Background: an optimization exercise with open tools, aiming at small area. Do not read the settings as production practice.
In this exercise RTL edits were held to simulation tests only and were not proved equivalent to the original.
Power is estimated from default activity; no workload was simulated.

==> flow/design.v <==
module smdec_chip (
    input  wire        clk,
    input  wire        rst,           
    input  wire        cfg_valid,     
    input  wire        cfg_variant,   
    input  wire        cfg_legal,     
    input  wire        chip_valid,
    input  wire        chip,
    output reg         ev_valid,
    output wire [31:0] ev_time,
    output wire [3:0]  ev_unit,
    output wire        ev_on,
    output wire        ev_green,
    output wire        ev_left,
    output wire        ev_right,
    output wire        ev_running,
    output wire        ev_unknown,
    output reg  [7:0]  ev_header
);
    localparam [2:0] H_I = 3'b011, H_SP = 3'b000, H_S = 3'b111, H_L = 3'b010,
                     H_R = 3'b110, H_C = 3'b101, H_A = 3'b001;
    reg        configured;
    reg        variant;
    reg        last_bit;
    reg [9:0]  run;           
    reg        run_lo;        
    reg        run_hi;        
    reg [11:0] nsl;           
    reg        nsl_hi;        
    reg        idle_val;
    reg [9:0]  win;           
    reg [3:0]  cc;            
    reg [3:0]  bc;            
    reg        f1;            
    reg        f2;            
    reg [17:0] acc;           
    reg [5:0]  sum;           
    reg [3:0]  d6;            
    reg [2:0]  hdr;           
    reg [20:0] tim;
    reg        u10;
    reg        on_r, run_r, unk_r;
    reg [2:0]  hc;
    wire step = configured && chip_valid;
    wire        same    = (chip == last_bit);
    wire [9:0]  run_inc = {run[8:0], ~(run[9] ^ run[6])};
    wire [11:0] nsl_inc = {nsl[10:0], ~(nsl[11] ^ nsl[5] ^ nsl[3] ^ nsl[0])};
    wire run_9   = (run == 10'h1fc);          
    wire run_99  = (run == 10'h2f9);          
    wire run_999 = (run == 10'h2b2);          
    wire nsl_699  = (nsl == 12'hce0);         
    wire nsl_3999 = (nsl == 12'h834);         
    localparam [11:0] NSL_100 = 12'h81a, NSL_1000 = 12'hd92;
    wire idle   = same && run_lo;
    wire offrun = same && run_hi;
    wire ka_due = nsl_hi;
    wire e_in = variant ? chip : (chip == idle_val);
    wire       full      = (cc == 4'd9);
    wire       frame_ok  = !win[1] && e_in;
    wire [7:0] B         = win[9:2];
    wire       byte_done = !variant && !idle && full && frame_ok;
    wire b0 = (bc == 4'd0);
    wire b1 = (bc == 4'd1);
    wire b2 = (bc == 4'd2);
    wire b6 = (bc == 4'd6);
    wire b7 = (bc == 4'd7);
    wire b8 = (bc == 4'd8);
    wire b9 = (bc == 4'd9);
    wire b15 = (bc >= 4'd1) && (bc <= 4'd5);
    wire dig = (B[7:4] == 4'h3) && (B[3:0] <= 4'd9);
    wire cks = (B[7:6] == 2'b01) && (B[5:0] == sum);
    wire       hdr_ok   = (B == 8'h20) || (B == 8'h53) || (B == 8'h49) || (B == 8'h4C) ||
                          (B == 8'h52) || (B == 8'h43) || (B == 8'h41);
    wire [2:0] hdr_code = {B[1], B[4] | B[3], B[0]};
    wire last_grp  = (bc == 4'd5);
    wire grp_end   = (cc[1:0] == 2'd3);
    wire fast_adv  = variant && !idle && f2;
    wire fast_frame = fast_adv && last_grp && grp_end;
    wire        h_first = variant ? (bc == 4'd0) : b1;
    wire        h_m6    = !variant && b2;
    wire [3:0]  hx      = variant ? {chip, win[9:7]} :
                          b9 ? d6 : b8 ? 4'd0 : B[3:0];
    wire [17:0] gA      = h_first ? 18'd0 : acc;
    wire q   = hx[0];
    wire s0  = h_m6 ? (hx[1] | hx[3]) : hx[1];
    wire s1  = hx[2];
    wire hci = h_m6 & hx[3];
    wire e1  = h_m6 & (hx[2] | hx[3]);
    wire e2  = !h_m6 & hx[3];
    wire [19:0] op1;
    assign op1[0]     = s0;
    assign op1[1]     = h_m6 ? gA[0] : s1;
    assign op1[2]     = h_m6 ? gA[1] : gA[0];
    assign op1[3]     = h_m6 ? gA[2] : gA[1];
    assign op1[4]     = h_m6 ? gA[3] : gA[2];
    assign op1[5]     = !h_m6 & gA[3];
    assign op1[19:6]  = gA[17:4];
    wire [19:0] op2   = {2'b00, gA};
    wire [20:0] hcy;             
    wire [20:0] he;              
    wire [19:0] R;
    assign hcy[0] = hci;
    assign he[0] = 1'b0;
    assign he[1] = e1;
    genvar gi;
    generate
        for (gi = 0; gi < 20; gi = gi + 1) begin : g_h
            wire s = op1[gi] ^ op2[gi] ^ hcy[gi];
            assign hcy[gi+1] = (op1[gi] & op2[gi]) | (op1[gi] & hcy[gi]) | (op2[gi] & hcy[gi]);
            if (gi == 0) begin : g0
                assign R[gi] = s;
            end else begin : gn
                assign R[gi] = s ^ he[gi];
                if (gi == 1) begin : g1
                    assign he[2] = (s & he[1]) | e2;
                end else begin : g2
                    assign he[gi+1] = s & he[gi];
                end
            end
        end
    endgenerate
    wire [20:0] horner = {R, q};
    wire [21:0] gk;
    assign gk[0] = 1'b0;
    generate
        for (gi = 0; gi < 21; gi = gi + 1) begin : g_c
            assign gk[gi+1] = (horner[gi] & ~tim[gi]) | (horner[gi] & gk[gi]) |
                              (~tim[gi] & gk[gi]);
        end
    endgenerate
    wire gt = gk[21];
    wire std_frame = byte_done && ((b8 && f2) || (b9 && f1));
    wire do_frame  = variant ? fast_frame : std_frame;
    wire do_off    = offrun && on_r;
    wire do_ka     = idle && !do_off && ka_due;
    wire       inc   = (!variant && b9 && u10) ? f2 : gt;
    wire [2:0] f_hdr = variant ? H_S : hdr;
    wire       f_run = ((f_hdr != H_S) || (hc == H_S)) && ((f_hdr == H_SP) || inc);
    always @(posedge clk) begin
        if (rst || cfg_valid) begin
            configured <= rst ? 1'b0 : cfg_legal;
            variant    <= rst ? 1'b0 : cfg_variant;
            run        <= 10'd0;
            run_lo     <= 1'b0;
            run_hi     <= 1'b0;
            nsl        <= 12'd0;
            nsl_hi     <= 1'b0;
            idle_val   <= 1'b0;
            cc         <= 4'd0;
            bc         <= 4'd0;
            f1         <= 1'b0;
            f2         <= 1'b0;
            ev_valid   <= 1'b0;
            tim        <= 21'd0;
            u10        <= rst || !cfg_variant;
            on_r       <= 1'b0;
            run_r      <= 1'b0;
            unk_r      <= 1'b0;
            hc         <= H_I;
        end else begin
            ev_valid <= 1'b0;
            if (step) begin
                last_bit <= chip;
                run      <= same ? run_inc : 10'd1;
                run_lo   <= same && (run_lo || (variant ? run_99 : run_9));
                run_hi   <= same && (run_hi || (variant ? run_999 : run_99));
                nsl      <= nsl_inc;
                nsl_hi   <= nsl_hi || (variant ? nsl_3999 : nsl_699);
                win      <= {e_in, win[9:1]};
                if (idle) begin
                    idle_val <= chip;
                    cc       <= 4'd0;
                    bc       <= 4'd0;
                    if (variant) begin
                        f1 <= 1'b1;
                        f2 <= 1'b0;
                    end
                end else if (!variant) begin
                    if (!full) begin
                        cc <= cc + 4'd1;
                    end else if (frame_ok) begin
                        cc <= 4'd0;
                        if (bc != 4'd10)
                            bc <= bc + 4'd1;
                        if (b0) begin
                            hdr <= hdr_code;
                            f1  <= hdr_ok;
                        end
                        if (b15)
                            acc <= horner[17:0];
                        if (b15 || b6)
                            sum <= (b1 ? 6'd0 : sum) + {2'b00, B[3:0]};
                        if (b15 || b6)
                            f1  <= f1 && dig;
                        if (b6) begin
                            d6 <= B[3:0];
                            f2 <= f1 && cks;
                        end
                        if (b7)
                            f1 <= f1 && cks;
                        if (b8)
                            f2 <= !f2 && gt;
                    end
                end else begin
                    if (f2) begin
                        cc <= grp_end ? 4'd0 : cc + 4'd1;
                        if (grp_end) begin
                            bc  <= bc + 4'd1;
                            acc <= horner[17:0];
                        end
                        if (grp_end && last_grp) begin
                            f2 <= 1'b0;
                            f1 <= 1'b1;
                        end
                    end else if (f1 && (chip != idle_val)) begin
                        f2 <= 1'b1;
                        f1 <= 1'b0;
                        cc <= 4'd0;
                        bc <= 4'd0;
                    end
                end
                if (do_off) begin
                    ev_valid <= 1'b1;
                    on_r     <= 1'b0;
                end else if (do_ka) begin
                    ev_valid <= 1'b1;
                    nsl      <= variant ? NSL_1000 : NSL_100;
                    nsl_hi   <= 1'b0;
                end else if (do_frame) begin
                    ev_valid <= 1'b1;
                    nsl      <= 12'd0;
                    nsl_hi   <= 1'b0;
                    tim      <= horner;
                    u10      <= !variant && b8;
                    hc       <= f_hdr;
                    on_r     <= 1'b1;
                    run_r    <= f_run;
                    unk_r    <= !on_r;
                end
            end
        end
    end
    assign ev_time    = {11'd0, tim};
    assign ev_unit    = u10 ? 4'd10 : 4'd1;
    assign ev_on      = on_r;
    assign ev_running = run_r;
    assign ev_unknown = unk_r;
    wire hx_ = hc[2], hy_ = hc[1], hz_ = hc[0];
    wire h_sp = !(hx_ || hy_ || hz_);
    wire h_l  = !hx_ && hy_ && !hz_;
    wire h_ac = !hy_ && hz_;                      
    assign ev_green   = h_ac && !hx_;
    assign ev_left    = h_l || h_ac;
    assign ev_right   = (hx_ && hy_ && !hz_) || h_ac;
    always @(*) begin
        ev_header[7] = 1'b0;
        ev_header[6] = !h_sp;
        ev_header[5] = h_sp;
        ev_header[4] = hx_ && hy_;
        ev_header[3] = !hx_ && hy_;
        ev_header[2] = h_l;
        ev_header[1] = hx_;
        ev_header[0] = hz_;
    end
endmodule
==> flow/standard.sh <==
#!/bin/bash
# synth_recipe.tcl (not shown) runs the flow's synth.tcl, then flattens the netlist and writes it again
# the make line also repeats each setting of config.mk as NAME=value (left out here)
make -C /OpenROAD-flow-scripts/flow DESIGN_CONFIG=/design/flow/config.mk WORK_HOME=/design/flow/orfs CLKGATE_MAP_FILE= SYNTH_SCRIPT=/design/flow/synth_recipe.tcl "${@:-finish}"
==> flow/flow/run.sh <==
#!/bin/bash
# Layout flow: the standard synthesis (unchanged, registers and their
# cells kept), then an area-oriented ABC re-mapping of the combinational logic
# between those registers, then the standard layout steps from floorplan on.
# Each tool's output goes to a log file of its own in this folder.
set -euo pipefail
R="$PWD/orfs/results/$FLOW_PLATFORM/smdec_chip/base"
YOSYS="${YOSYS_EXE:-$FLOW_HOME/../tools/install/yosys/bin/yosys}"
command -v "$YOSYS" >/dev/null 2>&1 || YOSYS=yosys

bash standard.sh synth > synth.log 2>&1
cp "$R/1_2_yosys.v" std_1_2_yosys.v

LIB="$FLOW_HOME/platforms/$FLOW_PLATFORM/lib/sky130_fd_sc_hd__tt_025C_1v80.lib" \
IN="$PWD/std_1_2_yosys.v" OUT="$PWD/reabc_1_2_yosys.v" ABC_SCRIPT="$PWD/flow/area.abc" \
    "$YOSYS" -c flow/reabc.tcl > reabc.log 2>&1

cp reabc_1_2_yosys.v "$R/1_2_yosys.v"
rm -f "$R/1_synth.odb"
bash standard.sh > layout.log 2>&1
==> flow/constraint.sdc <==
create_clock -name core_clock -period 36.0 [get_ports {clk}]
set_input_delay 7.2000 -clock core_clock [delete_from_list [all_inputs] [get_ports {clk}]]
set_output_delay 7.2000 -clock core_clock [all_outputs]
set_load 0.01 [all_outputs]
==> flow/flow/area.abc <==
&get -n
&st
&deepsyn -T 30
&put
dch -f
amap
mfs2
strash
&get -n
&st
&deepsyn -T 30
&put
dch -f
amap
topo
==> flow/config.mk <==
export PLATFORM = sky130hd
export DESIGN_NAME = smdec_chip
export DESIGN_NICKNAME = smdec_chip
export VERILOG_FILES = /design/flow/design.v
export SDC_FILE = /design/flow/constraint.sdc
export NUM_CORES = 4
export LEC_CHECK = 0
export ABC_AREA = 1
export CAP_MARGIN = 20
export CORE_MARGIN = 2
export CORE_UTILIZATION = 75
export CTS_BUF_LIST = sky130_fd_sc_hd__clkbuf_4 sky130_fd_sc_hd__clkbuf_8
export CTS_CLUSTER_SIZE = 25
export PLACE_DENSITY = 0.85
export SLEW_MARGIN = 20
==> flow/flow/reabc.tcl <==
# Re-map the combinational logic of the standard synthesis netlist for area.
# Registers (and tie cells) are kept as they are: same instances, names and cells.
set lib $::env(LIB)
yosys read_liberty -ignore_miss_func $lib
yosys blackbox sky130_fd_sc_hd__dfxtp_1 sky130_fd_sc_hd__edfxtp_1 sky130_fd_sc_hd__conb_1
yosys read_verilog $::env(IN)
yosys hierarchy -top smdec_chip
yosys stat -liberty $lib
yosys flatten
yosys opt_clean
yosys techmap
yosys opt -fast
yosys abc -liberty $lib -dont_use sky130_fd_sc_hd__lpflow_bleeder_1 -dont_use sky130_fd_sc_hd__lpflow_clkbufkapwr_1 -dont_use sky130_fd_sc_hd__lpflow_clkbufkapwr_16 -dont_use sky130_fd_sc_hd__lpflow_clkbufkapwr_2 -dont_use sky130_fd_sc_hd__lpflow_clkbufkapwr_4 -dont_use sky130_fd_sc_hd__lpflow_clkbufkapwr_8 -dont_use sky130_fd_sc_hd__lpflow_clkinvkapwr_1 -dont_use sky130_fd_sc_hd__lpflow_clkinvkapwr_16 -dont_use sky130_fd_sc_hd__lpflow_clkinvkapwr_2 -dont_use sky130_fd_sc_hd__lpflow_clkinvkapwr_4 -dont_use sky130_fd_sc_hd__lpflow_clkinvkapwr_8 -dont_use sky130_fd_sc_hd__lpflow_decapkapwr_12 -dont_use sky130_fd_sc_hd__lpflow_decapkapwr_3 -dont_use sky130_fd_sc_hd__lpflow_decapkapwr_4 -dont_use sky130_fd_sc_hd__lpflow_decapkapwr_6 -dont_use sky130_fd_sc_hd__lpflow_decapkapwr_8 -dont_use sky130_fd_sc_hd__lpflow_inputiso0n_1 -dont_use sky130_fd_sc_hd__lpflow_inputiso0p_1 -dont_use sky130_fd_sc_hd__lpflow_inputiso1n_1 -dont_use sky130_fd_sc_hd__lpflow_inputiso1p_1 -dont_use sky130_fd_sc_hd__lpflow_inputisolatch_1 -dont_use sky130_fd_sc_hd__lpflow_isobufsrc_1 -dont_use sky130_fd_sc_hd__lpflow_isobufsrc_16 -dont_use sky130_fd_sc_hd__lpflow_isobufsrc_2 -dont_use sky130_fd_sc_hd__lpflow_isobufsrc_4 -dont_use sky130_fd_sc_hd__lpflow_isobufsrc_8 -dont_use sky130_fd_sc_hd__lpflow_isobufsrckapwr_16 -dont_use sky130_fd_sc_hd__lpflow_lsbuf_lh_hl_isowell_tap_1 -dont_use sky130_fd_sc_hd__lpflow_lsbuf_lh_hl_isowell_tap_2 -dont_use sky130_fd_sc_hd__lpflow_lsbuf_lh_hl_isowell_tap_4 -dont_use sky130_fd_sc_hd__lpflow_lsbuf_lh_isowell_4 -dont_use sky130_fd_sc_hd__lpflow_lsbuf_lh_isowell_tap_1 -dont_use sky130_fd_sc_hd__lpflow_lsbuf_lh_isowell_tap_2 -dont_use sky130_fd_sc_hd__lpflow_lsbuf_lh_isowell_tap_4 -dont_use sky130_fd_sc_hd__probe_p_8 -dont_use sky130_fd_sc_hd__probec_p_8  -script $::env(ABC_SCRIPT)
yosys opt_clean -purge
yosys splitnets
yosys opt_clean -purge
yosys hilomap -singleton -hicell sky130_fd_sc_hd__conb_1 HI -locell sky130_fd_sc_hd__conb_1 LO
yosys insbuf -buf sky130_fd_sc_hd__buf_4 A X
yosys opt_clean -purge
yosys rename -enumerate
yosys hierarchy -top smdec_chip
yosys check
yosys stat -liberty $lib
yosys write_verilog -noattr -noexpr -nohex -nodec $::env(OUT)
==> results.txt, run 1 <==
* # IOs at 58
* Via total after detailed routing at 5,441
* Hpwl dp at 9900 um
* Register area at 0.00260 sq mm
* Number of antenna violations at the first check in global routing at 0
* Worst EP required at 36,290 ps
* Worst setup SP type: primary input
* Buffers and inverters on the worst path at 3
* RSZ-0062 raised after global routing: no
* Final instance area at 0.00627 sq mm
* DRC at 0
* Final Slew Violations at 0
* Placed cell areas at 0.00605 sq mm
* Max_cap viols at 0
* Routed wire length at 13,900 um
* Final cell count without fillers at 849
* Die height at 91.2 um
* Status: finished clean
* Crit share post-route at 43.3%
* Final Setup Violations at 0
* Worst slew pin tran at 1070 ps
* Final hold viol count at 0
* Syn avg cell area at 8.00 sq um
* Fraction of layout cells with a size suffix above 1 at 2.53%
* Syn. warnings at 1
* Worst setup path class: in -> reg
* Routability cong. at 0.942
* Grt ovf at 0
* Min Tclk post-route at 15,590 ps
* Initial DRC count at 576
* Vias/cell at 6.41
* Area growth, synth to finish at 9.91%
* Vias in the first global route at 5,203
* Nets@finish at 752
* Largest net degree at the start of global routing at 30
* Cell Rows at 31
* Pre-Repair DR Iteration Count at 7
* H-tree Lvls at 3
* CP max FO at 5
* Max_slew headroom at 28.2%
* Port bufs at 44
* Synthesized area at 0.00571 sq mm
* Critical path arrival at 15,890 ps
* Initial core utilization at 78.2%
* Gr usage total at 34.3%
* Clk sink count at 108
* Longest Clk Path Bufs at 2
* Root Driver: clkbuf_8
* Peak Freq at 64.1 MHz
* Dpl cells at 833
* WL/cell at 16.4 um
* Global-route wire length before repair at 23,300 um
* Leak at 2.05 nW
* CTS clk-pin slew, worst paths at 110 ps
* Dpl ws at 20,430 ps
* CTS buffer count at 9
* Design Power at 223 uW
* Slowest stage delay, CP at 540 ps
* Setup Skew at 12.2 ps
* Power Density at 35.6 mW/mm^2
* Cell family with most CP delay: compound AO/OA/AOI/OAI gates
* Fillers at 444
* Die width at 91.2 um
* Area of the multi-input gates at 0.00242 sq mm
* Setup bufs post-CTS at 0
* Clock latency (worst-skew pair) at 380 ps
* Die area at 0.00832 sq mm
* CP dominant cell by count: nor2_1
* Peak supply drop at 0.0271 mV
* Setup ws final at 20,410 ps
* Final ANT Viol Nets at 0
* Kind of end point of the critical path: register
* Syn Inst Count at 713
* Worst hold path class: reg -> reg
* Post-cts resize count at 0
* Cts hold-fix bufs at 0
* CTS tree: done
* ANT cells at 0
* Setup_tns at 0 ps
* Core Box Area at 0.00729 sq mm
* Critical-path top delay cell: clkdlybuf4s50_1
[layout make-up]
class	instances	share of cell area, %
clock buffer	9	1.98
clock inverter	7	1.52
inverter	119	7.12
multi-input combinational	460	38.5
sequential	108	41.5
tap	99	1.98
timing repair buffer	47	7.38
[state kept, by name (all words and copies together) (netlist names), 3 cells and up]
signal,flops
tim,21
acc,18
nsl,12
run,10
win,9
sum,6
bc,4
cc,4
d6,4
hc,3
hdr,3
[stage by stage]
stage	hold slack [ps]	util, %
after global routing	490	86.0
after detailed placement	442	83.0
after CTS	466	86.0
final	463	86.0
after global placement	437	83.0
after floorplan	426	-
[final timing paths]
kind	endpoint	cells past startpoint	slack [ps]	startpoint
setup / recovery	f2$_SDFFE_PP0P_	51	20410	chip
hold reg to reg	run_hi$_SDFFE_PP0P_	2	460	run_hi$_SDFFE_PP0P_
setup reg to reg	f2$_SDFFE_PP0P_	58	24310	variant$_SDFFCE_PP0P_
hold / removal	run_hi$_SDFFE_PP0P_	2	460	run_hi$_SDFFE_PP0P_
[per-layer routing]
metal / global-route usage [%] / vias up / share of wire (%) / wire, um
li1: - / 2561 / - / -
met1: 42.2 / 2482 / 38 / 5360
met2: 59.7 / 340 / 50 / 6930
met3: 6.14 / 58 / 8.5 / 1180
met4: 14.1 / 0 / 3.2 / 451
met5: 0 / - / 0 / 0
[cells in the final DEF, fill, tap and decap left out, drive strengths merged, types with 5 or more instances in the layout]
cell             n
o21ai           47
clkbuf           9
o211ai           5
dfxtp           64
a221oi           6
nor4             9
o221ai           6
nand3           10
nor2           106
edfxtp          44
o21a             7
clkdlybuf4s50   44
a31oi            7
nor2b           10
a211oi          13
conb            13
nor3            27
clkinv         122
a21oi           41
a22oi            7
nand2           61
o22ai           45
[worst min-delay path, cell delays in order (launching register included)]
cell and delay, ps:
dfxtp_1 330, clkinv_1 50, a22oi_1 50
[where the power goes]
part / total (mW) / leakage (nW) / switching (mW) / internal [mW]
Clock: 0.0804 / 0.111 / 0.0461 / 0.0342
Sequential: 0.129 / 0.917 / 0.000905 / 0.128
Combinational: 0.0144 / 1.02 / 0.0102 / 0.00412
==> inputs of run 2 (changes only) <==
--- a/flow/config.mk
+++ b/flow/config.mk
@@ -11,4 +11,3 @@
 export CORE_UTILIZATION = 75
-export CTS_BUF_LIST = sky130_fd_sc_hd__clkbuf_4 sky130_fd_sc_hd__clkbuf_8
-export CTS_CLUSTER_SIZE = 25
+export CTS_BUF_LIST = sky130_fd_sc_hd__clkbuf_8
 export PLACE_DENSITY = 0.85
==> results.txt, run 2 <==
* Die height at 91.2 um
* DRC at 0
* Cts hold-fix bufs at 0
* Routability cong. at 0.942
* Fillers at 444
* Die width at 91.2 um
* Clk sink count at 108
* Number of antenna violations at the first check in global routing at 0
* WL/cell at 16.4 um
* Final Slew Violations at 0
* Fraction of layout cells with a size suffix above 1 at 2.53%
* Kind of end point of the critical path: register
* CP dominant cell by count: nor2_1
* # IOs at 58
* Final ANT Viol Nets at 0
* Max reg flops at 21
* Slowest stage delay, CP at 540 ps
* Placed cell areas at 0.00605 sq mm
* Nets@finish at 752
* Longest Clk Path Bufs at 2
* Setup_tns at 0 ps
* Worst setup SP type: primary input
* ANT cells at 0
* Syn. warnings at 1
* Gr usage total at 34.3%
* Worst slew pin tran at 1070 ps
* Largest registers: tim (21), acc (18), nsl (12)
* Area growth, synth to finish at 9.91%
* Min Tclk post-route at 15,590 ps
* Area of the multi-input gates at 0.00242 sq mm
* Vias in the first global route at 5,203
* Leak at 2.05 nW
* CTS clk-pin slew, worst paths at 110 ps
* Syn Inst Count at 713
* Final hold viol count at 0
* Status: finished clean
* Most frequent cells in the layout: clkinv_1, nor2_1, dfxtp_1
* Syn avg cell area at 8.00 sq um
* Vias/cell at 6.41
* Setup Skew at 12.2 ps
* Core Box Area at 0.00729 sq mm
* Power Density at 35.6 mW/mm^2
* Commonest non-fill, non-tap cell in the layout: clkinv_1
* Cell Rows at 31
* Global-route wire length before repair at 23,300 um
* Worst EP required at 36,290 ps
* Worst hold path class: reg -> reg
* Port bufs at 44
* RSZ-0062 raised after global routing: no
* Largest net degree at the start of global routing at 30
* Setup bufs post-CTS at 0
* Critical path arrival at 15,890 ps
* CP max FO at 5
* Routed wire length at 13,900 um
* Clock latency (worst-skew pair) at 380 ps
* Final instance area at 0.00627 sq mm
* Grt ovf at 0
* Register area at 0.00260 sq mm
* Synthesized area at 0.00571 sq mm
* Crit share post-route at 43.3%
* Largest register by flop count: tim
* Worst setup path class: in -> reg
* CTS tree: done
* H-tree Lvls at 3
* CTS buffer count at 9
* Peak supply drop at 0.0271 mV
* Max_slew headroom at 28.2%
* Hpwl dp at 9900 um
* Initial DRC count at 576
* Critical-path top delay cell: clkdlybuf4s50_1
* Post-cts resize count at 0
* Peak Freq at 64.1 MHz
* Initial core utilization at 78.2%
* Hold WS at 463 ps
* Via total after detailed routing at 5,441
* Max_cap viols at 0
* Root Driver: clkbuf_8
* Final Setup Violations at 0
* Pre-Repair DR Iteration Count at 7
* Die area at 0.00832 sq mm
==> run 2: worst paths after layout <==
kind	startpoint	end	slack [ps]	cells past startpoint
min reg2reg	run_hi$_SDFFE_PP0P_	run_hi$_SDFFE_PP0P_	460	2
max	chip	f2$_SDFFE_PP0P_	20410	51
min	run_hi$_SDFFE_PP0P_	run_hi$_SDFFE_PP0P_	460	2
max reg2reg	variant$_SDFFCE_PP0P_	f2$_SDFFE_PP0P_	24310	58
==> run 2: stage by stage <==
step / util (%) / total power [mW] / setup WS, ps / instances
after floorplan: - / 0.142 / 22320 / 725
after global routing: 86.0 / 0.230 / 19250 / 849
final: 86.0 / 0.223 / 20410 / 849
after global placement: 83.0 / 0.145 / 21190 / 833
after CTS: 86.0 / 0.223 / 20650 / 849
after detailed placement: 83.0 / 0.145 / 20430 / 833
==> run 2: layout make-up <==
type / count / share of cell area [%]
repair buffers: 47 / 7.38
inverters: 119 / 7.12
clock buffers: 9 / 1.98
multi-input cells: 460 / 38.5
flip-flops and latches: 108 / 41.5
well taps: 99 / 1.98
clock inverters: 7 / 1.52
==> run 2: per-layer routing <==
| metal | vias to the layer above | global-route usage, % | wire length (um) |
|---|---|---|---|
| li1 | 2561 | - | - |
| met1 | 2482 | 42.2 | 5360 |
| met2 | 340 | 59.7 | 6930 |
| met3 | 58 | 6.14 | 1180 |
| met4 | 0 | 14.1 | 451 |
| met5 | - | 0 | 0 |
==> run 2: where the power goes <==
| group | leakage [nW] | total, mW | switching [mW] | internal (mW) |
|---|---|---|---|---|
| Combinational | 1.02 | 0.0144 | 0.0102 | 0.00412 |
| Clock | 0.111 | 0.0804 | 0.0461 | 0.0342 |
| Sequential | 0.917 | 0.129 | 0.000905 | 0.128 |
==> run 2: worst max-delay path, delay by kind of cell <==
kind / cells / cell delay (ps)
AOI/OAI and AO/OA: 24 / 4990
buffers and inverters: 3 / 850
and+or+nand+nor: 24 / 2830
==> inputs of run 3 (changes only) <==
--- a/flow/config.mk
+++ b/flow/config.mk
@@ -9,6 +9,8 @@
 export CAP_MARGIN = 20
+export CELL_PAD_IN_SITES_DETAIL_PLACEMENT = 0
+export CELL_PAD_IN_SITES_GLOBAL_PLACEMENT = 0
 export CORE_MARGIN = 2
-export CORE_UTILIZATION = 75
+export CORE_UTILIZATION = 85
 export CTS_BUF_LIST = sky130_fd_sc_hd__clkbuf_8
-export PLACE_DENSITY = 0.85
+export PLACE_DENSITY = 0.9
 export SLEW_MARGIN = 20
==> results.txt, run 3 <==
* Err: [ERROR GPL-0301] Utilization 102.447 % exceeds 100%.
* Die width at 85.9 um
* Cell Rows at 29
* Status: stopped before the end
* Stopped at: 3_1_place_gp_skip_io
* Syn Inst Count at 713
* Synthesized area at 0.00571 sq mm
* Syn avg cell area at 8.00 sq um
* Initial core utilization at 88.8%
* Syn. warnings at 1
* Die height at 85.9 um
==> inputs of run 4 (changes only) <==
--- a/flow/design.v
+++ b/flow/design.v
@@ -78,3 +78,2 @@
     wire fast_frame = fast_adv && last_grp && grp_end;
-    wire        h_first = variant ? (bc == 4'd0) : b1;
     wire        h_m6    = !variant && b2;
@@ -82,3 +81,3 @@
                           b9 ? d6 : b8 ? 4'd0 : B[3:0];
-    wire [17:0] gA      = h_first ? 18'd0 : acc;
+    wire [17:0] gA      = acc;            
     wire q   = hx[0];
@@ -148,2 +147,4 @@
             idle_val   <= 1'b0;
+            acc        <= 18'd0;
+            sum        <= 6'd0;
             cc         <= 4'd0;
@@ -171,2 +172,4 @@
                     idle_val <= chip;
+                    acc      <= 18'd0;
+                    sum      <= 6'd0;
                     cc       <= 4'd0;
@@ -191,3 +194,3 @@
                         if (b15 || b6)
-                            sum <= (b1 ? 6'd0 : sum) + {2'b00, B[3:0]};
+                            sum <= sum + {2'b00, B[3:0]};        
                         if (b15 || b6)
@@ -208,3 +211,3 @@
                             bc  <= bc + 4'd1;
-                            acc <= horner[17:0];
+                            acc <= last_grp ? 18'd0 : horner[17:0];
                         end
--- a/flow/config.mk
+++ b/flow/config.mk
@@ -9,6 +9,4 @@
 export CAP_MARGIN = 20
-export CELL_PAD_IN_SITES_DETAIL_PLACEMENT = 0
-export CELL_PAD_IN_SITES_GLOBAL_PLACEMENT = 0
 export CORE_MARGIN = 2
-export CORE_UTILIZATION = 85
+export CORE_UTILIZATION = 83
 export CTS_BUF_LIST = sky130_fd_sc_hd__clkbuf_8
==> results.txt, run 4 <==
* Status: stopped before the end
* Initial core utilization at 86.6%
* Syn. warnings at 1
* Syn avg cell area at 7.52 sq um
* Die height at 85.6 um
* Stopped at: 3_1_place_gp_skip_io
* Err: [ERROR GPL-0301] Utilization 101.105 % exceeds 100%.
* Die width at 85.6 um
* Syn Inst Count at 735
* Cell Rows at 29
* Synthesized area at 0.00553 sq mm
==> inputs of run 5 (changes only) <==
--- a/flow/config.mk
+++ b/flow/config.mk
@@ -10,5 +10,5 @@
 export CORE_MARGIN = 2
-export CORE_UTILIZATION = 83
+export CORE_UTILIZATION = 75
 export CTS_BUF_LIST = sky130_fd_sc_hd__clkbuf_8
-export PLACE_DENSITY = 0.9
+export PLACE_DENSITY = 0.85
 export SLEW_MARGIN = 20
==> results.txt, run 5 <==
* Status: finished clean
* Fillers at 452
* Nets@finish at 774
* Vias in the first global route at 5,161
* Core Box Area at 0.00721 sq mm
* Cts hold-fix bufs at 0
* Port bufs at 44
* Pre-Repair DR Iteration Count at 7
* Routed wire length at 14,100 um
* Die width at 89.9 um
* Critical path arrival at 14,200 ps
* Initial core utilization at 76.7%
* Setup ws final at 22,070 ps
* Crit share post-route at 38.7%
* Fraction of layout cells with a size suffix above 1 at 2.46%
* WL/cell at 16.2 um
* Synthesized area at 0.00553 sq mm
* Syn Inst Count at 735
* DRC at 0
* Gr usage total at 34.8%
* Max_cap viols at 0
* Worst setup path class: in -> reg
* ANT cells at 0
* Leak at 2.02 nW
* Worst EP required at 36,270 ps
* H-tree Lvls at 3
* Hold Path Depth at 1
* Cell Rows at 31
* Initial DRC count at 394
* Largest net degree at the start of global routing at 26
* Setup Skew at 14.8 ps
* Min Tclk post-route at 13,930 ps
* CTS clk-pin slew, worst paths at 100 ps
* CTS tree: done
* Final hold viol count at 0
* # IOs at 58
* Setup bufs post-CTS at 0
* Vias/cell at 6.27
* Post-cts resize count at 0
* Crit. Startpoint: chip
* Hpwl dp at 10,200 um
* Commonest non-fill, non-tap cell in the layout: nor2_1
* Syn. warnings at 1
* Max reg flops at 21
* Final instance area at 0.00609 sq mm
* Final ANT Viol Nets at 0
* Clk sink count at 108
* Worst hold path class: reg -> reg
* Power Density at 35.9 mW/mm^2
* Placed cell areas at 0.00588 sq mm
* Dpl ws at 22,100 ps
* Syn avg cell area at 7.52 sq um
* Die area at 0.00808 sq mm
* Hold WS at 471 ps
* Routability cong. at 0.988
* Root Driver: clkbuf_8
* Reg-to-Reg Start: variant$_SDFFCE_PP0P_
* Largest registers: tim (21), acc (18), nsl (12)
* Final core utilization at 84.4%
* Final Slew Violations at 0
* Final Setup Violations at 0
* Number of antenna violations at the first check in global routing at 0
* Peak supply drop at 0.0324 mV
* Worst slew pin tran at 963 ps
* Via total after detailed routing at 5,461
* Worst Setup EP: f2$_SDFFE_PP0P_
* CTS buffer count at 9
* RSZ-0062 raised after global routing: no
* Kind of end point of the critical path: register
* Setup_tns at 0 ps
* R2R setup slack at 27,200 ps
* Clock latency (worst-skew pair) at 370 ps
* Longest Clk Path Bufs at 2
* Global-route wire length before repair at 23,400 um
* Grt ovf at 0
* Max_slew headroom at 35.6%
* CP dominant cell by count: nor2_1
* Critical-path top delay cell: clkdlybuf4s50_1
* Slowest stage delay, CP at 540 ps
* Die height at 89.9 um
* Most frequent cells in the layout: nor2_1, clkinv_1, dfxtp_1
* Reg2reg path depth at 52
* Critical R2R Capture: f2$_SDFFE_PP0P_
* Area growth, synth to finish at 10.1%
* CP max FO at 5
* Largest register by flop count: tim
* Peak Freq at 71.8 MHz
* Worst setup SP type: primary input
==> run 5: cell type report <==
| type | count | area [sq um] | area share (%) |
|---|---|---|---|
| multi-input cells | 488 | 2500 | 41.1 |
| flip-flops and latches | 108 | 2360 | 38.8 |
| repair buffers | 47 | 463 | 7.60 |
| inverters | 113 | 424 | 6.96 |
| clock buffers | 10 | 138 | 2.26 |
| well taps | 99 | 124 | 2.03 |
| clock inverters | 6 | 76.3 | 1.25 |
==> run 5: metal layers <==
metal | share of wire (%) | track usage, %
met1 | 39 | 41.7
met2 | 50 | 63.5
met3 | 8.2 | 6.45
met4 | 1.9 | 10.8
met5 | 0 | 0
==> run 5: power breakdown <==
| group | switching [mW] | internal (mW) | total (mW) |
|---|---|---|---|
| clock | 0.0437 | 0.0356 | 0.0793 |
| sequential | 0.00133 | 0.124 | 0.125 |
| combinational | 0.00987 | 0.00430 | 0.0142 |
==> run 5: how the worst min path moves through the flow <==
stage | end | startpoint | slack, ps
2_1_floorplan | run_lo$_SDFFE_PP0P_ | run_lo$_SDFFE_PP0P_ | 440
3_3_place_gp | tim[0]$_SDFFE_PP0P_ | tim[0]$_SDFFE_PP0P_ | 450
3_5_place_dp | cc[3]$_SDFFE_PP0P_ | cc[3]$_SDFFE_PP0P_ | 460
4_1_cts | cc[3]$_SDFFE_PP0P_ | cc[3]$_SDFFE_PP0P_ | 480
5_1_grt | cc[3]$_SDFFE_PP0P_ | cc[3]$_SDFFE_PP0P_ | 510
6_report | cc[3]$_SDFFE_PP0P_ | cc[3]$_SDFFE_PP0P_ | 470
==> run 5: critical path, delay by kind of cell <==
kind,cells,cell delay [ps]
and+or+nand+nor,24,3150
AOI/OAI and AO/OA,14,2350
buffers and inverters,9,1510
==> run 5: per-stage QoR <==
stage | power, mW | cells
after detailed placement | 0.142 | 855
after global routing | 0.224 | 871
after global placement | 0.141 | 855
after CTS | 0.218 | 871
final | 0.219 | 871
after floorplan | 0.138 | 747
==> inputs of run 6 (changes only) <==
--- a/flow/config.mk
+++ b/flow/config.mk
@@ -10,5 +10,5 @@
 export CORE_MARGIN = 2
-export CORE_UTILIZATION = 75
+export CORE_UTILIZATION = 80
 export CTS_BUF_LIST = sky130_fd_sc_hd__clkbuf_8
-export PLACE_DENSITY = 0.85
+export PLACE_DENSITY = 0.88
 export SLEW_MARGIN = 20
==> results.txt, run 6 <==
* Max_cap viols at 0
* CP dominant cell by count: nor2_1
* Hpwl dp at 10,200 um
* Worst slew pin tran at 956 ps
* Final Setup Violations at 0
* Pre-Repair DR Iteration Count at 5
* Min Tclk post-route at 14,070 ps
* Largest register by flop count: tim
* Setup_tns at 0 ps
* Largest registers: tim (21), acc (18), nsl (12)
* Setup ws final at 21,930 ps
* Slowest stage delay, CP at 540 ps
* Routed wire length at 14,500 um
* Status: finished clean
* Vias/cell at 6.71
* Critical R2R Capture: f2$_SDFFE_PP0P_
* Setup Skew at 16.8 ps
* Critical path arrival at 14,360 ps
* Via total after detailed routing at 5,706
* Kind of end point of the critical path: register
* Final hold viol count at 0
* Longest Clk Path Bufs at 2
* Largest net degree at the start of global routing at 26
* CTS clk-pin slew, worst paths at 90 ps
* Cell Rows at 30
* Final Slew Violations at 0
* Hold worst-path end: cc[3]$_SDFFE_PP0P_
* Syn avg cell area at 7.52 sq um
* Most frequent cells in the layout: nor2_1, clkinv_1, dfxtp_1
* Syn Inst Count at 735
* Final core utilization at 89.3%
* Max_slew headroom at 36.1%
* Synthesized area at 0.00553 sq mm
* Fillers at 323
* Initial DRC count at 630
* RSZ-0062 raised after global routing: no
* Peak Freq at 71.1 MHz
* Worst setup SP type: primary input
* Crit share post-route at 39.1%
* Fraction of layout cells with a size suffix above 1 at 1.95%
* Max reg flops at 21
* Design Power at 212 uW
* Worst hold path class: reg -> reg
* Reg-to-Reg Start: variant$_SDFFCE_PP0P_
* CTS buffer count at 9
* H-tree Lvls at 3
* Leak at 2.00 nW
* Min-delay src: cc[3]$_SDFFE_PP0P_
* Post-cts resize count at 0
* Cts hold-fix bufs at 0
* Global-route wire length before repair at 23,700 um
* Reg2reg path depth at 52
* Hold Path Depth at 1
* Root Driver: clkbuf_8
* WL/cell at 17.0 um
* Vias in the first global route at 5,316
* Die area at 0.00759 sq mm
* Setup bufs post-CTS at 0
* Syn. warnings at 1
* Gr usage total at 39.2%
* R2R setup slack at 26,950 ps
* Clk sink count at 108
* Grt ovf at 0
* CTS tree: done
* Critical-path top delay cell: clkdlybuf4s50_1
* Initial core utilization at 81.9%
* CP max FO at 5
* Commonest non-fill, non-tap cell in the layout: nor2_1
* Die height at 87.1 um
* Port bufs at 44
* Die width at 87.1 um
* ANT cells at 0
* Area growth, synth to finish at 9.10%
* Crit. Startpoint: chip
* Number of antenna violations at the first check in global routing at 0
* Routability cong. at 0.983
* Power Density at 35.1 mW/mm^2
* Worst EP required at 36,290 ps
* Core Box Area at 0.00676 sq mm
* Peak supply drop at 0.0322 mV
* Worst setup path class: in -> reg
* DRC at 0
* # IOs at 58
* Dpl ws at 22,020 ps
* Clock latency (worst-skew pair) at 380 ps
* Nets@finish at 773
* Final ANT Viol Nets at 0
-- run 6: worst max-delay path by stage --
stage,endpoint,slack [ps],depth (start not counted)
floorplan,f2$_SDFFE_PP0P_,23620,46
global placement,f2$_SDFFE_PP0P_,22530,49
detailed placement,f2$_SDFFE_PP0P_,22020,47
CTS,run_r$_SDFFE_PP0P_,22120,47
global route,run_r$_SDFFE_PP0P_,21150,47
finish,f2$_SDFFE_PP0P_,21930,47
-- run 6: metal layers --
layer / vias up / global-route usage [%] / wire length (um)
met5: - / 0 / 0
met4: 0 / 24.1 / 724
li1: 2624 / - / -
met2: 455 / 65.3 / 6950
met1: 2518 / 46.5 / 5210
met3: 109 / 7.96 / 1620
-- run 6: where the power goes --
group	leakage, nW	total [mW]	switching, mW	internal [mW]
Combinational	1.02	0.0142	0.0100	0.00423
Sequential	0.893	0.125	0.00137	0.124
Clock	0.0953	0.0726	0.0412	0.0315
Total	2.00	0.212	0.0526	0.159
-- run 6: critical path, delay by kind of cell --
family,cells,cell delay (ps)
AND/OR/NAND/NOR,24,3240
AO/OA/AOI/OAI,14,2360
buffers and inverters,9,1530
-- run 6: cell type report --
type	instances	area, sq um	share of cell area (%)
sequential	108	2360	39.2
multi-input combinational	488	2500	41.5
clock buffer	9	124	2.05
tap	80	100	1.66
inverter	113	424	7.03
clock inverter	7	63.8	1.06
timing repair buffer	46	455	7.55
-- run 6: through the flow --
| stage | instances | hold slack [ps] | area (sq um) |
|---|---|---|---|
| 6_report | 851 | 470 | 6030 |
| 5_1_grt | 851 | 499 | 6030 |
| 4_1_cts | 851 | 476 | 6030 |
| 3_5_place_dp | 835 | 461 | 5850 |
| 3_3_place_gp | 835 | 450 | 5850 |
| 2_1_floorplan | 747 | 437 | 5580 |
==> inputs of run 7 (changes only) <==
--- a/flow/flow/run.sh
+++ b/flow/flow/run.sh
@@ -19,2 +19,4 @@
 rm -f "$R/1_synth.odb"
-bash standard.sh > layout.log 2>&1
+# CTS as the standard flow runs it (its arguments with the clock buffer
+# from config.mk), but without the dummy loads it adds to balance the leaves
+bash standard.sh SKIP_REPAIR_TIE_FANOUT=1 "CTS_ARGS=-sink_clustering_enable -repair_clock_nets -buf_list sky130_fd_sc_hd__clkbuf_8 -dont_use_dummy_load" finish > layout.log 2>&1
==> results.txt, run 7 <==
* Gr usage total at 37.3%
* Cell Rows at 30
* Final hold viol count at 0
* Largest net degree at the start of global routing at 26
* CP dominant cell by count: nor2_1
* Worst setup path class: in -> reg
* Worst setup SP type: primary input
* Leak at 1.94 nW
* Area growth, synth to finish at 7.26%
* Post-cts resize count at 0
* Vias in the first global route at 5,052
* Fraction of layout cells with a size suffix above 1 at 1.59%
* Setup_tns at 0 ps
* Max_slew headroom at 36.4%
* Min Tclk post-route at 13,830 ps
* Root Driver: clkbuf_8
* Crit share post-route at 38.4%
* Syn Inst Count at 735
* Largest registers: tim (21), acc (18), nsl (12)
* WL/cell at 16.7 um
* Slowest stage delay, CP at 550 ps
* # IOs at 58
* Critical-path top delay cell: clkdlybuf4s50_1
* Final ANT Viol Nets at 0
* Die area at 0.00759 sq mm
* Commonest non-fill, non-tap cell in the layout: nor2_1
* Final Setup Violations at 0
* Synthesized area at 0.00553 sq mm
* Syn avg cell area at 7.52 sq um
* Syn. warnings at 1
* Status: finished clean
* Max_cap viols at 0
* Vias/cell at 6.65
* Kind of end point of the critical path: register
* Setup bufs post-CTS at 0
* ANT cells at 0
* Longest Clk Path Bufs at 2
* CTS clk-pin slew, worst paths at 100 ps
* Largest register by flop count: tim
* Number of antenna violations at the first check in global routing at 0
* RSZ-0062 raised after global routing: no
* Most frequent cells in the layout: nor2_1, clkinv_1, dfxtp_1
* Setup Skew at 31.0 ps
* Worst hold path class: reg -> reg
* Hpwl dp at 9930 um
* H-tree Lvls at 3
* Dpl cells at 824
* Worst EP required at 36,280 ps
* Power Density at 33.3 mW/mm^2
* Routed wire length at 13,900 um
* Core Box Area at 0.00676 sq mm
* Clock latency (worst-skew pair) at 370 ps
* CP max FO at 5
* CTS buffer count at 9
* Pre-Repair DR Iteration Count at 7
* Die width at 87.1 um
* Via total after detailed routing at 5,541
* DRC at 0
* Initial core utilization at 81.9%
* Final Slew Violations at 0
* CTS tree: done
* Nets@finish at 762
* Peak supply drop at 0.0308 mV
* Routability cong. at 0.941
* Final cell count without fillers at 833
* Critical path arrival at 14,110 ps
* Port bufs at 44
* Initial DRC count at 621
* Peak Freq at 72.3 MHz
* Grt ovf at 0
* Design Power at 198 uW
* Die height at 87.1 um
* Cts hold-fix bufs at 0
* Max reg flops at 21
* Clk sink count at 108
* Global-route wire length before repair at 22,500 um
* Worst slew pin tran at 952 ps
[run 7: cell type report]
class                   count  area, sq um
inverters                 113          424
well taps                  80          100
multi-input cells         476         2460
fillers                   368          825
repair buffers             47          463
flip-flops and latches    108         2360
clock buffers               9          124
[run 7: where the power goes]
part           leakage (nW)  internal [mW]  switching, mW
sequential            0.893          0.124        0.00128
clock                0.0647         0.0225         0.0359
combinational         0.980        0.00430        0.00982
[run 7: routing by layer]
| layer | global-route usage (%) | share of wire, % |
|---|---|---|
| met1 | 44.9 | 38 |
| met2 | 65.3 | 49 |
| met3 | 7.20 | 10 |
| met4 | 15.2 | 3.4 |
| met5 | 0 | 0 |
[run 7: worst paths after layout]
| kind | start | endpoint | slack [ps] | cells past startpoint |
|---|---|---|---|---|
| setup / recovery | chip | f2$_SDFFE_PP0P_ | 22170 | 47 |
| hold / removal | run_lo$_SDFFE_PP0P_ | run_lo$_SDFFE_PP0P_ | 470 | 2 |
| setup reg to reg | variant$_SDFFCE_PP0P_ | f2$_SDFFE_PP0P_ | 27360 | 52 |
| hold reg to reg | run_lo$_SDFFE_PP0P_ | run_lo$_SDFFE_PP0P_ | 470 | 2 |
[run 7: worst max-delay path: cells and delay by family]
kind | cells | cell delay, ps
AND/OR/NAND/NOR | 24 | 3130
AO/OA/AOI/OAI | 14 | 2310
buffers and inverters | 9 | 1490
[run 7: per-stage QoR]
stage / cell area, sq um / setup WS [ps] / hold slack (ps) / utilization (%)
2_1_floorplan: 5530 / 23620 / 437 / -
3_3_place_gp: 5810 / 22510 / 449 / 86.0
3_5_place_dp: 5810 / 22090 / 455 / 86.0
4_1_cts: 5930 / 22390 / 471 / 87.8
5_1_grt: 5930 / 21280 / 485 / 87.8
6_report: 5930 / 22170 / 468 / 87.8
==> inputs of run 8 (changes only) <==
--- a/flow/flow/run.sh
+++ b/flow/flow/run.sh
@@ -21,2 +21,2 @@
 # from config.mk), but without the dummy loads it adds to balance the leaves
-bash standard.sh SKIP_REPAIR_TIE_FANOUT=1 "CTS_ARGS=-sink_clustering_enable -repair_clock_nets -buf_list sky130_fd_sc_hd__clkbuf_8 -dont_use_dummy_load" finish > layout.log 2>&1
+bash standard.sh "CTS_ARGS=-sink_clustering_enable -repair_clock_nets -buf_list sky130_fd_sc_hd__clkbuf_8 -dont_use_dummy_load" finish > layout.log 2>&1
==> results.txt, run 8 <==
* Setup ws final at 22,060 ps
* Hold WS at 471 ps
* Hold Path Depth at 1
* Worst EP required at 36,280 ps
* Final Setup Violations at 0
* Critical path arrival at 14,220 ps
* CP dominant cell by count: nor2_1
* Setup bufs post-CTS at 0
* Peak supply drop at 0.0393 mV
* Nets@finish at 773
* Max_cap viols at 0
* Port bufs at 44
* Reg2reg path depth at 52
* Min Tclk post-route at 13,940 ps
* Min-delay src: cc[3]$_SDFFE_PP0P_
* Worst setup SP type: primary input
* Met1 Use GR at 45.1%
* Worst slew pin tran at 934 ps
* RSZ-0062 raised after global routing: no
* DRC at 0
* Crit. Startpoint: chip
* Largest net degree at the start of global routing at 26
* Synthesized area at 0.00553 sq mm
* Largest register by flop count: tim
* Global-route wire length before repair at 23,400 um
* Critical R2R Capture: f2$_SDFFE_PP0P_
* Via total after detailed routing at 5,686
* Vias in the first global route at 5,238
* Cts hold-fix bufs at 0
* Slowest stage delay, CP at 540 ps
* R2R setup slack at 26,940 ps
* CTS tree: done
* Met2 Use GR at 64.5%
* Fraction of layout cells with a size suffix above 1 at 1.44%
* Final ANT Viol Nets at 0
* Initial core utilization at 81.9%
* Post-cts resize count at 0
* Setup Skew at 26.2 ps
* Die width at 87.1 um
* CTS buffer count at 9
* H-tree Lvls at 3
* Area growth, synth to finish at 7.94%
* Syn. warnings at 1
* Reg-to-Reg Start: variant$_SDFFCE_PP0P_
* Worst setup path class: in -> reg
* Gr usage total at 38.8%
* Peak Freq at 71.7 MHz
* Setup_tns at 0 ps
* ANT cells at 0
* Clock latency (worst-skew pair) at 380 ps
* Power Density at 33.4 mW/mm^2
* Initial DRC count at 526
* # IOs at 58
* Status: finished clean
* Kind of end point of the critical path: register
* Crit share post-route at 38.7%
* Grt peak-use layer: met2
* Routed wire length at 14,400 um
* CP max FO at 5
* Final hold viol count at 0
* Vias/cell at 6.74
* Critical-path top delay cell: clkdlybuf4s50_1
* Most frequent cells in the layout: nor2_1, clkinv_1, dfxtp_1
* Final Slew Violations at 0
* Die height at 87.1 um
* Cell Rows at 30
* Max_slew headroom at 37.6%
* Syn Inst Count at 735
* Die area at 0.00759 sq mm
* Clk sink count at 108
* Largest registers: tim (21), acc (18), nsl (12)
* Hpwl dp at 10,200 um
* Number of antenna violations at the first check in global routing at 0
* Dpl ws at 22,020 ps
* Longest Clk Path Bufs at 2
* WL/cell at 17.0 um
* Core Box Area at 0.00676 sq mm
* Max reg flops at 21
* CTS clk-pin slew, worst paths at 90 ps
* Pre-Repair DR Iteration Count at 8
* Global Route met3 Usage at 9.67%
* Hold worst-path end: cc[3]$_SDFFE_PP0P_
* Syn avg cell area at 7.52 sq um
* Commonest non-fill, non-tap cell in the layout: nor2_1
* Root Driver: clkbuf_8
* Leak at 1.97 nW
* Routability cong. at 0.983
* Grt ovf at 0
* Worst hold path class: reg -> reg
-- run 8: through the flow --
step	power [mW]	utilization, %	cells	instance area, sq um
after floorplan	0.138	-	747	5580
after CTS	0.198	88.4	844	5970
after global placement	0.141	86.5	835	5850
final	0.199	88.4	844	5970
after detailed placement	0.141	86.5	835	5850
after global routing	0.203	88.4	844	5970
-- run 8: layout make-up --
| type | count | area (sq um) |
|---|---|---|
| clock buffer | 9 | 124 |
| fill | 344 | 787 |
| inverter | 113 | 424 |
| multi-input combinational | 488 | 2500 |
| sequential | 108 | 2360 |
| tap | 80 | 100 |
| timing repair buffer | 46 | 455 |
-- run 8: power breakdown --
group / switching, mW / internal [mW] / total, mW
logic: 0.0102 / 0.00423 / 0.0144
registers: 0.00136 / 0.124 / 0.125
clock network: 0.0373 / 0.0226 / 0.0599
total: 0.0488 / 0.151 / 0.199
-- run 8: worst max-delay path by stage --
stage / cells after the start / endpoint / slack (ps)
floorplan: 46 / f2$_SDFFE_PP0P_ / 23620
global placement: 49 / f2$_SDFFE_PP0P_ / 22530
detailed placement: 47 / f2$_SDFFE_PP0P_ / 22020
CTS: 47 / run_r$_SDFFE_PP0P_ / 22310
global route: 48 / run_r$_SDFFE_PP0P_ / 21330
finish: 47 / f2$_SDFFE_PP0P_ / 22060
-- run 8: metal layers --
metal | wire (um) | up-vias
met4 | 724 | 0
met2 | 6860 | 464
li1 | - | 2611
met3 | 1690 | 93
met1 | 5090 | 2518
met5 | 0 | -
-- run 8: critical path: cells and delay by family --
family          cells  cell delay, ps
simple gates       24            3150
compound gates     14            2350
buf+inv             9            1520
==> inputs of run 9 (changes only) <==
--- a/flow/design.v
+++ b/flow/design.v
@@ -78,2 +78,3 @@
     wire fast_frame = fast_adv && last_grp && grp_end;
+    wire        h_first = variant ? (bc == 4'd0) : b1;
     wire        h_m6    = !variant && b2;
@@ -81,3 +82,3 @@
                           b9 ? d6 : b8 ? 4'd0 : B[3:0];
-    wire [17:0] gA      = acc;            
+    wire [17:0] gA      = h_first ? 18'd0 : acc;
     wire q   = hx[0];
@@ -147,4 +148,2 @@
             idle_val   <= 1'b0;
-            acc        <= 18'd0;
-            sum        <= 6'd0;
             cc         <= 4'd0;
@@ -172,4 +171,2 @@
                     idle_val <= chip;
-                    acc      <= 18'd0;
-                    sum      <= 6'd0;
                     cc       <= 4'd0;
@@ -194,3 +191,3 @@
                         if (b15 || b6)
-                            sum <= sum + {2'b00, B[3:0]};        
+                            sum <= (b1 ? 6'd0 : sum) + {2'b00, B[3:0]};
                         if (b15 || b6)
@@ -211,3 +208,3 @@
                             bc  <= bc + 4'd1;
-                            acc <= last_grp ? 18'd0 : horner[17:0];
+                            acc <= horner[17:0];
                         end
==> flow/flow/run.sh (replaced) <==
#!/bin/bash
# Layout flow: the standard synthesis (unchanged, registers and their
# cells kept), then an area-oriented ABC re-mapping of the combinational logic
# between those registers (a few random seeds of ABC's &deepsyn, the smallest
# result kept), then the standard layout steps from floorplan on.
# Each tool's output goes to a log file of its own in this folder.
set -euo pipefail
R="$PWD/orfs/results/$FLOW_PLATFORM/smdec_chip/base"
YOSYS="${YOSYS_EXE:-$FLOW_HOME/../tools/install/yosys/bin/yosys}"
command -v "$YOSYS" >/dev/null 2>&1 || YOSYS=yosys
LIB="$FLOW_HOME/platforms/$FLOW_PLATFORM/lib/sky130_fd_sc_hd__tt_025C_1v80.lib"

bash standard.sh synth > synth.log 2>&1
cp "$R/1_2_yosys.v" std_1_2_yosys.v

best=""; best_area=""
for seed in 0 1 2 3; do
    sed "s/&deepsyn -T 30/\&deepsyn -T 30 -S $seed/" flow/area.abc > "area_s$seed.abc"
    LIB="$LIB" IN="$PWD/std_1_2_yosys.v" OUT="$PWD/reabc_s$seed.v" ABC_SCRIPT="$PWD/area_s$seed.abc" \
        timeout 900 "$YOSYS" -c flow/reabc.tcl > "reabc_s$seed.log" 2>&1 &
done
wait || true
for seed in 0 1 2 3; do
    [[ -s "reabc_s$seed.v" ]] || continue
    a=$(grep "Chip area for module" "reabc_s$seed.log" | tail -1 | awk '{print $NF}')
    [[ -n "$a" ]] || continue
    if [[ -z "$best_area" ]] || awk -v a="$a" -v b="$best_area" 'BEGIN{exit !(a<b)}'; then
        best="reabc_s$seed.v"; best_area="$a"
    fi
done
echo "kept $best ($best_area)" > reabc_choice.log
if [[ -n "$best" ]]; then
    cp "$best" "$R/1_2_yosys.v"
    rm -f "$R/1_synth.odb"
fi
bash standard.sh > layout.log 2>&1
--- a/flow/config.mk
+++ b/flow/config.mk
@@ -10,5 +10,5 @@
 export CORE_MARGIN = 2
-export CORE_UTILIZATION = 80
+export CORE_UTILIZATION = 75
 export CTS_BUF_LIST = sky130_fd_sc_hd__clkbuf_8
-export PLACE_DENSITY = 0.88
+export PLACE_DENSITY = 0.85
 export SLEW_MARGIN = 20
==> results.txt, run 9 <==
* RSZ-0062 raised after global routing: no
* Setup bufs post-CTS at 0
* Die height at 91.2 um
* Core Box Area at 0.00729 sq mm
* Max_slew headroom at 28.2%
* Crit share post-route at 43.3%
* Worst slew pin tran at 1070 ps
* Die width at 91.2 um
* Min Tclk post-route at 15,590 ps
* CTS tree: done
* CP dominant cell by count: nor2_1
* Final Setup Violations at 0
* Synthesized area at 0.00571 sq mm
* Syn Inst Count at 713
* Fraction of layout cells with a size suffix above 1 at 2.53%
* Setup Skew at 12.2 ps
* Longest Clk Path Bufs at 2
* Syn avg cell area at 8.00 sq um
* Max reg flops at 21
* Pre-Repair DR Iteration Count at 7
* Worst EP required at 36,290 ps
* Commonest non-fill, non-tap cell in the layout: clkinv_1
* Kind of end point of the critical path: register
* Vias in the first global route at 5,203
* Critical-path top delay cell: clkdlybuf4s50_1
* Setup ws final at 20,410 ps
* Dpl ws at 20,430 ps
* CTS clk-pin slew, worst paths at 110 ps
* Final hold viol count at 0
* Worst setup SP type: primary input
* Root Driver: clkbuf_8
* Final ANT Viol Nets at 0
* Hpwl dp at 9900 um
* Clk sink count at 108
* Nets@finish at 752
* CTS buffer count at 9
* Setup_tns at 0 ps
* Initial core utilization at 78.2%
* Global-route wire length before repair at 23,300 um
* Final cell count without fillers at 849
* Status: finished clean
* H-tree Lvls at 3
* Peak Freq at 64.1 MHz
* Syn. warnings at 1
* Design Power at 223 uW
* Routability cong. at 0.942
* Largest net degree at the start of global routing at 30
* Routed wire length at 13,900 um
* Port bufs at 44
* Number of antenna violations at the first check in global routing at 0
* Leak at 2.05 nW
* Gr usage total at 34.3%
* Final Slew Violations at 0
* Via total after detailed routing at 5,441
* Worst setup path class: in -> reg
* Cell Rows at 31
* Largest register by flop count: tim
* Final core utilization at 86.0%
* Dpl cells at 833
* Critical path arrival at 15,890 ps
* CP max FO at 5
* # IOs at 58
* Slowest stage delay, CP at 540 ps
* Initial DRC count at 576
* DRC at 0
* Die area at 0.00832 sq mm
* Max_cap viols at 0
* Vias/cell at 6.41
* ANT cells at 0
* WL/cell at 16.4 um
* Worst hold path class: reg -> reg
* Power Density at 35.6 mW/mm^2
* Peak supply drop at 0.0271 mV
* Area growth, synth to finish at 9.91%
* Cts hold-fix bufs at 0
* Most frequent cells in the layout: clkinv_1, nor2_1, dfxtp_1
* Clock latency (worst-skew pair) at 380 ps
* Grt ovf at 0
* Largest registers: tim (21), acc (18), nsl (12)
* Post-cts resize count at 0
run 9: per-stage QoR:
step           hold WS, ps  cell area (sq um)
3_5_place_dp           442               6050
4_1_cts                466               6270
2_1_floorplan          426               5750
6_report               463               6270
5_1_grt                490               6270
3_3_place_gp           437               6050
run 9: layout make-up:
type                            count  area, sq um
Clock buffer                        9          124
Clock inverter                      7         95.1
Fill cell                         444         1020
Inverter                          119          447
Multi-Input combinational cell    460         2420
Sequential cell                   108         2600
Tap cell                           99          124
Timing Repair Buffer               47          463
run 9: report_power, final:
part	leakage [nW]	internal [mW]	switching (mW)
logic	1.02	0.00412	0.0102
registers	0.917	0.128	0.000905
clock network	0.111	0.0342	0.0461
total	2.05	0.166	0.0573
run 9: final timing paths:
check / from / end / slack [ps] / depth (start not counted)
worst max-delay path: chip / f2$_SDFFE_PP0P_ / 20410 / 51
worst min-delay path: run_hi$_SDFFE_PP0P_ / run_hi$_SDFFE_PP0P_ / 460 / 2
worst max register to register: variant$_SDFFCE_PP0P_ / f2$_SDFFE_PP0P_ / 24310 / 58
worst min register to register: run_hi$_SDFFE_PP0P_ / run_hi$_SDFFE_PP0P_ / 460 / 2
run 9: layer usage:
layer | vias to the layer above | track usage [%] | share of wire [%]
met5 | - | 0 | 0
met4 | 0 | 14.1 | 3.2
met2 | 340 | 59.7 | 50
met1 | 2482 | 42.2 | 38
li1 | 2561 | - | -
met3 | 58 | 6.14 | 8.5
run 9: worst max-delay path: cells and delay by family:
kind	cells	cell delay, ps
simple gates	24	2830
compound gates	24	4990
buf+inv	3	850

[static timing again, ports no longer ideal]
Ports are ideal in the flow. The routed layouts listed here were re-timed in OpenROAD. Step 1 (the two cells are an assumption about what drives the block):
set clk [get_ports {clk}]
set_driving_cell -lib_cell sky130_fd_sc_hd__clkbuf_16 $clk
set_driving_cell -lib_cell sky130_fd_sc_hd__buf_2 [delete_from_list [all_inputs] $clk]
Step 2, shift: input delay + t, output delay - t, t = (earliest + latest rising clock arrival at the registers) / 2. This alone moves slack from input paths to output paths. Slacks: no drivers / after step 1 / after step 2; pairs: no drivers / after step 1.
run | t, ns | slack for setup (ns) | latest minus earliest clock arrival (ns) | pins driven straight from the clock port
run 1 | 0.412 | 20.406 / 20.415 / 20.003 | 0.013 / 0.013 | 1
run 2 | 0.412 | 20.406 / 20.415 / 20.003 | 0.013 / 0.013 | 1
run 5 | 0.402 | 22.068 / 22.081 / 21.678 | 0.015 / 0.015 | 1
run 6 | 0.410 | 21.926 / 21.938 / 21.527 | 0.017 / 0.017 | 1
run 7 | 0.393 | 22.170 / 22.175 / 21.781 | 0.031 / 0.031 | 1
run 8 | 0.408 | 22.058 / 22.072 / 21.664 | 0.026 / 0.026 | 1
run 9 | 0.412 | 20.406 / 20.415 / 20.003 | 0.013 / 0.013 | 1
After both steps setup and hold are still met in every run listed.
